This is an optimization exercise on Yosys and OpenROAD, whose aim is small area, not a production implementation. Only simulation tests tie the RTL to the original design; equivalence was not proved. Power and IR drop assume default switching activity.

Setup of run 1:
## rab
module rab (
    input  wire        clk,
    input  wire        rst,
    input  wire        sub_valid,
    input  wire        sub_ctx,
    input  wire [31:0] sub_cmd,
    input  wire [31:0] sub_arg0,
    input  wire [31:0] sub_arg1,
    output wire [1:0]  busy,
    output wire [1:0]  done,
    output wire [2:0]  status0,
    output wire [31:0] result0,
    output wire [2:0]  status1,
    output wire [31:0] result1,
    output reg         bus_req,
    output reg         bus_we,
    output reg  [31:0] bus_addr,
    output reg  [31:0] bus_wdata,
    input  wire        bus_ack,
    input  wire [31:0] bus_rdata,
    input  wire        bus_err,
    output reg         irq_valid,
    output reg  [7:0]  irq_num,
    output reg  [2:0]  irq_prio,
    output reg         ntf_valid,
    output reg  [31:0] ntf_token
);
    localparam [3:0] OP_SETF = 4'h1, OP_GETF = 4'h2,
                     OP_GINIT = 4'h3, OP_GINITI = 4'h4, OP_GWRITE = 4'h5,
                     OP_GREAD = 4'h6, OP_GINTCLR = 4'h7,
                     OP_TCFG = 4'h8, OP_TARMP = 4'h9, OP_TARMI = 4'hA,
                     OP_TEN = 4'hB, OP_TPOLL = 4'hC, OP_TCLR = 4'hD;
    localparam [2:0] ST_OK = 3'd0, ST_ILLEGAL = 3'd1, ST_INVALID = 3'd2,
                     ST_NOTINIT = 3'd4, ST_OWN = 3'd5, ST_BUSERR = 3'd6;
    localparam [1:0] U_A = 2'd0, U_B = 2'd1, U_C = 2'd2;
    localparam [2:0] M_RTC = 3'd2;
    localparam [2:0] UK_NONE = 3'd0, UK_RMW = 3'd1, UK_W1C = 3'd2,
                     UK_GET = 3'd3, UK_ACT = 3'd4, UK_NTF = 3'd5;
    localparam [31:0] UNLOCK_KEY = 32'h4C4F434B;
    reg        act0, act1;
    reg        done0, done1;
    reg [2:0]  st0_r, st1_r;
    reg [31:0] res0_r, res1_r;
    reg [16:0] cmd0, cmd1;          
  ...
Size: roughly 1200 flip-flops, roughly 320 I/O pins.
clock: 12.0 ns
lec_check: 0
abc_area: 1
cap_margin: 20
core_margin: 2
core_utilization: 30
cts_buf_list: sky130_fd_sc_hd__clkbuf_8
cts_cluster_diameter: 60
cts_cluster_size: 16
place_density: 0.6
slew_margin: 20
standard.sh (not shown) runs the stock make flow with config.mk's settings and CLKGATE_MAP_FILE= SYNTH_SCRIPT=/design/flow/synth_recipe.tcl, a recipe that flattens the netlist after the stock synthesis.
==> flow/flow/run.sh <==
#!/bin/bash
set -euo pipefail
bash standard.sh "BUFFER_PORTS_ARGS=-buffer_cell sky130_fd_sc_hd__buf_1" finish > flow_standard.log 2>&1
The following lists how run 2 was set up differently from run 1:
- setting GPL_TIMING_DRIVEN to 0 for the first time
- removing ABC_AREA (formerly 1)
==> flow/flow/run.sh <==
#!/bin/bash
set -euo pipefail
bash standard.sh "BUFFER_PORTS_ARGS=-buffer_cell sky130_fd_sc_hd__buf_1" "PRE_GLOBAL_PLACE_TCL=$PWD/flow/pre_gpl.tcl" finish > flow_standard.log 2>&1
==> flow/flow/pre_gpl.tcl (new file) <==
# Remove the synthesis buffers before placement (as timing-driven placement does).
remove_buffers
Run 1 reached the end of the flow, and the finished layout is clean on the timing, DRC and antenna checks.
Run 2 went all the way through synthesis, placement and routing and the layout is clean on timing, DRC and antenna.
The run showing the smaller non-clock buffering overhead in the final layout is run 1.
Run 2 gives more number of distinct library cell variants in the gate-level netlist after synthesis than run 1 did.
Of run 2 and run 1, the run reporting the higher non-clock buffer count was run 2.
The setup slack reported for run 2 is smaller than that of run 1 by 1.41 ns.
Run 2 ended up with sky130_fd_sc_hd__mux2i_1 as its slowest library cell on the worst path; run 1 ended up with sky130_fd_sc_hd__dfxtp_1.
The synthesized area of run 2 was superior to that of run 1.
A main combinational cell family by area after synthesis of compound AO/OA/AOI/OAI gates is what run 2 shows, while simple AND/OR/NAND/NOR gates belongs to run 1.
Final routed wirelength across all metal layers deteriorates in run 2 relative to run 1.
For run 3, these inputs were changed with respect to run 2:
- removing GPL_TIMING_DRIVEN (formerly 0)
- changing CTS_CLUSTER_SIZE from 16 to 18
- changing CTS_CLUSTER_DIAMETER from 60 to 40
==> flow/flow/run.sh <==
#!/bin/bash
set -euo pipefail
bash standard.sh "BUFFER_PORTS_ARGS=-buffer_cell sky130_fd_sc_hd__buf_1" finish > flow_standard.log 2>&1
removed: flow/flow/pre_gpl.tcl
## What came out
- Worst ir drop on vdd, run 2 and run 3: larger value in run 2
- Between run 2 and run 3, the difference in final worst hold slack is negligible.
- | final wirelength | run 3 vs run 2 | worse |
Input changes introduced in run 4 (baseline for comparison: run 3):
- a change of PLACE_DENSITY from 0.6 to 0.9
- a change of CORE_UTILIZATION from 30 to 40
- a change of CTS_CLUSTER_SIZE from 18 to 16
- a change of CTS_CLUSTER_DIAMETER from 40 to 60
==> comparison <==
Where worst clock skew on the final layout is concerned, run 3 is outperformed by run 4. Summary — wire length, run 4 relative to run 3: lower, by about 6%. Looking at final-layout fill cell count across run 4 and run 3, the one that comes out lower is run 4. As of run 4, maximum resistive drop on vdd had risen by more than half compared to run 3. Against run 3, die area in run 4 came out better. When run 4 is measured against run 3, its worst setup slack turns out 0.045 ns higher. Run 3 ended up with more cell instances than run 4 did. Total power after layout: run 4 < run 3.

==> what the ideal ports hide <==
The results above use ideal ports. As a check the final layouts listed here were re-extracted and re-timed, cells and wires unchanged. Step 1 (the two cells are an assumption about what drives the block):
set clk [get_ports {clk}]
set_driving_cell -lib_cell sky130_fd_sc_hd__clkbuf_16 $clk
set_driving_cell -lib_cell sky130_fd_sc_hd__buf_2 [delete_from_list [all_inputs] $clk]
Step 2 moves the port delays by t, midway between the first and last clock arrival at a register: inputs arrive t later, outputs are due t later. That takes back most of the time a late clock gives input paths. a / b / c = ideal ports / drivers / drivers and shift; a / b = the first two.
run | t, ns | setup WS [ns] | worst setup path after step 2 | clock arrival spread, ns
run 1 | 0.986 | 1.784 / 1.701 / 2.687 | register to output | 0.117 / 0.117
run 2 | 0.940 | 0.378 / 0.307 / 1.247 | register to output | 0.099 / 0.099
run 3 | 0.978 | 0.735 / 0.663 / 1.641 | register to output | 0.081 / 0.081
run 4 | 0.932 | 0.780 / 0.712 / 1.645 | register to output | 0.045 / 0.045
After both steps every run listed still meets setup and hold.
